This design comes from an exercise in tuning for small area on the open sky130 flow, not from production work. Only simulation tests tie the RTL to the original design; equivalence was not proved. No activity file was given, so power comes from the tool's default toggle rates.

==> v8: inputs <==
// crc_link
module crc_link (
    input  wire        clk,
    input  wire        rst,
    input  wire        op_valid,
    input  wire [3:0]  op_code,
    input  wire [7:0]  op_arg,
    input  wire        tick,
    output wire [5:0]  stat,          
    output wire [2:0]  op_status,
    output reg  [15:0] crc,
    output reg  [2:0]  rx_err,
    output reg  [7:0]  rx_len,
    output wire [15:0] rx_crc_calc,
    output wire [15:0] rx_crc_recv,
    output wire        txm_re,
    output wire [7:0]  txm_addr,
    input  wire [7:0]  txm_rdata,
    output wire        rxm_we,
    output wire [8:0]  rxm_addr,
    output wire [7:0]  rxm_wdata,
    output wire        txd,
    input  wire        rxd
);
clock: 10.0 ns
lec_check: 0
cap_margin: 20
core_margin: 2
core_utilization: 40
slew_margin: 20
standard.sh (not shown) runs the stock make flow with config.mk's settings and CLKGATE_MAP_FILE= SYNTH_SCRIPT=/design/flow/synth_recipe.tcl, a recipe that flattens the netlist after the stock synthesis.
==> flow/flow/run.sh <==
#!/bin/bash
# The standard layout (standard.sh) with these changes to how the layout
# is made:
#  - an area-oriented ABC script (flow/area.abc) maps the combinational logic;
#    the rest of synthesis is synth_recipe.tcl unchanged, so the registers are
#    the standard synthesis's;
#  - yosys's pass-through buffers (insbuf) and the port buffers use the
#    smallest buffer cell, sky130_fd_sc_hd__buf_1;
#  - clock-tree settings for a small clock tree without dummy loads.
# standard.sh's output goes to standard.log here; ORFS keeps each step's log
# under orfs/logs/.
set -euo pipefail
cd "$(dirname "$0")/.."
W=$PWD
export BUFFER_PORTS_ARGS="-buffer_cell sky130_fd_sc_hd__buf_1"
export CTS_ARGS="-sink_clustering_enable -repair_clock_nets -dont_use_dummy_load -sink_clustering_size 25 -sink_clustering_max_diameter 60 -buf_list sky130_fd_sc_hd__clkbuf_8"
{
  printf 'proc abc {args} {\n'
  printf '  set i [lsearch -exact $args -script]\n'
  printf '  if {$i >= 0} { lset args [expr {$i + 1}] %s }\n' "$W/flow/area.abc"
  printf '  yosys abc {*}$args\n}\n'
  cat synth_recipe.tcl
} > own_synth.tcl
sed -e "s|SYNTH_SCRIPT=[^ ]*|SYNTH_SCRIPT=$W/own_synth.tcl MIN_BUF_CELL_AND_PORTS='sky130_fd_sc_hd__buf_1 A X'|" \
  standard.sh > own_standard.sh
grep -q "SYNTH_SCRIPT=$W/own_synth.tcl MIN_BUF" own_standard.sh
bash own_standard.sh > standard.log 2>&1
==> flow/flow/area.abc <==
&get -n
&st
&deepsyn -J 2000 -T 3000
&dch -f
&nf -a -F 8 -A 16
&st
&dch -f
&nf -a -F 8 -A 16
&st
&dch -f
&nf -a -F 8 -A 16
&put
==> v24: changes against v8 <==
--- a/flow/design.v
+++ b/flow/design.v
@@ -176,16 +176,13 @@
     reg  [6:0]  dtim;     
     reg  [15:0] rcrc;
     reg  [7:0]  p1, p2;   
     wire link_err = ferr_flag | ovr_flag;
     assign f_pop  = d_rcv & ~link_err & f_ne;
     wire d_at1    = (dcnt == 9'd1);
-    wire [6:0] de_a   = dcnt[8:2];
-    wire [6:0] de_b   = ~{1'b0, rx_len[7:2]};
-    wire       d_end  = (dcnt[1:0] == rx_len[1:0]) &&
-                        ((de_a ^ de_b) == {de_a[5:0] | de_b[5:0], 1'b0});
+    wire d_end    = (dcnt == {1'b0, rx_len} + 9'd4);
     wire d_badhdr = d_at1 & (p1 != 8'h02);
     wire d_crcen  = (|dcnt[8:2]) & ~d_end;
     wire d_fin    = f_pop & (d_badhdr | d_end);
     wire d_tmo    = tick & (dtim == TIM_LAST) & ~d_fin;
     wire [6:0] dtim_next = {dtim[5:0], ~(dtim[6] ^ dtim[5])};
     wire [2:0] d_verdict = d_badhdr            ? 3'd3 :
==> flow/run.sh (new file) <==
#!/bin/bash
# synth_recipe.tcl (not shown) runs the flow's synth.tcl, then flattens the netlist and writes it again
# the make line also repeats each setting of config.mk as NAME=value (left out here)
make -C /OpenROAD-flow-scripts/flow DESIGN_CONFIG=/design/flow/config.mk WORK_HOME=/design/flow/orfs CLKGATE_MAP_FILE= SYNTH_SCRIPT=/design/flow/synth_recipe.tcl finish
Settings changed: CTS_BUF_LIST from default to sky130_fd_sc_hd__clkbuf_8, CTS_CLUSTER_DIAMETER from default to 60, CTS_CLUSTER_SIZE from default to 25.
removed: flow/flow/run.sh
removed: flow/flow/area.abc
removed: flow/standard.sh
==> v19: changes against v8 <==
--- a/flow/flow/run.sh
+++ b/flow/flow/run.sh
@@ -10,13 +10,13 @@
 # standard.sh's output goes to standard.log here; ORFS keeps each step's log
 # under orfs/logs/.
 set -euo pipefail
 cd "$(dirname "$0")/.."
 W=$PWD
 export BUFFER_PORTS_ARGS="-buffer_cell sky130_fd_sc_hd__buf_1"
-export CTS_ARGS="-sink_clustering_enable -repair_clock_nets -dont_use_dummy_load -sink_clustering_size 25 -sink_clustering_max_diameter 60 -buf_list sky130_fd_sc_hd__clkbuf_8"
+export CTS_ARGS="-sink_clustering_enable -repair_clock_nets -dont_use_dummy_load -sink_clustering_size 36 -sink_clustering_max_diameter 50 -buf_list sky130_fd_sc_hd__clkbuf_16"
 {
   printf 'proc abc {args} {\n'
   printf '  set i [lsearch -exact $args -script]\n'
   printf '  if {$i >= 0} { lset args [expr {$i + 1}] %s }\n' "$W/flow/area.abc"
   printf '  yosys abc {*}$args\n}\n'
   cat synth_recipe.tcl
==> flow/flow/area.abc (replaced) <==
&get -n
&st
&deepsyn -J 100 -T 600
&dch -f
&nf -a -F 8 -A 16
&st
&dch -f
&nf -a -F 8 -A 16
&st
&dch -f
&nf -a -F 8 -A 16
&put
Settings changed: CORE_UTILIZATION 40 to 70.
==> summary of the runs <==
- First-iteration DRC count, lowest first: v8, v24, v19.
- Utilization: v8 < v24 < v19.
- Power: v24 > v19 > v8.
- Sequential share of layout area: v24 < v19 < v8.
- Die area: v24 > v8 > v19.
- v24 went through all stages and came out clean. v8 completed without violations. v19 ran to the end with no violations.
- Worst hold slack, lowest first: v24, v8, v19.

-- static timing again, ports no longer ideal --
In the flow no input, the clock included, has a driving cell. The finished layouts below were timed again as built, in two steps. Step 1, drivers: a clkbuf_16 drives clk and a buf_2 each remaining input, both assumed. Step 2 times the ports against the registers' clock, not the clock port: input delays grow and output delays shrink by t, the midpoint of the rising clock arrivals with the driver on. Slacks: ideal ports / drivers / drivers and shift; pairs: ideal ports / drivers.
| run | t (ns) | setup slack, ns | hold slack, ns | worst setup path at the end | pins driven straight from the clock port |
|---|---|---|---|---|---|
| v8 | 0.539 | 5.338 / 5.298 / 5.421 | 0.396 / 0.396 / 0.396 | input to register | 1 |
| v24 | 0.574 | 5.124 / 5.082 / 5.567 | 0.389 / 0.389 / 0.389 | input to register | 1 |
| v19 | 0.504 | 5.315 / 5.275 / 5.330 | 0.396 / 0.396 / 0.396 | input to register | 1 |
After both steps setup and hold are still met in every run listed.
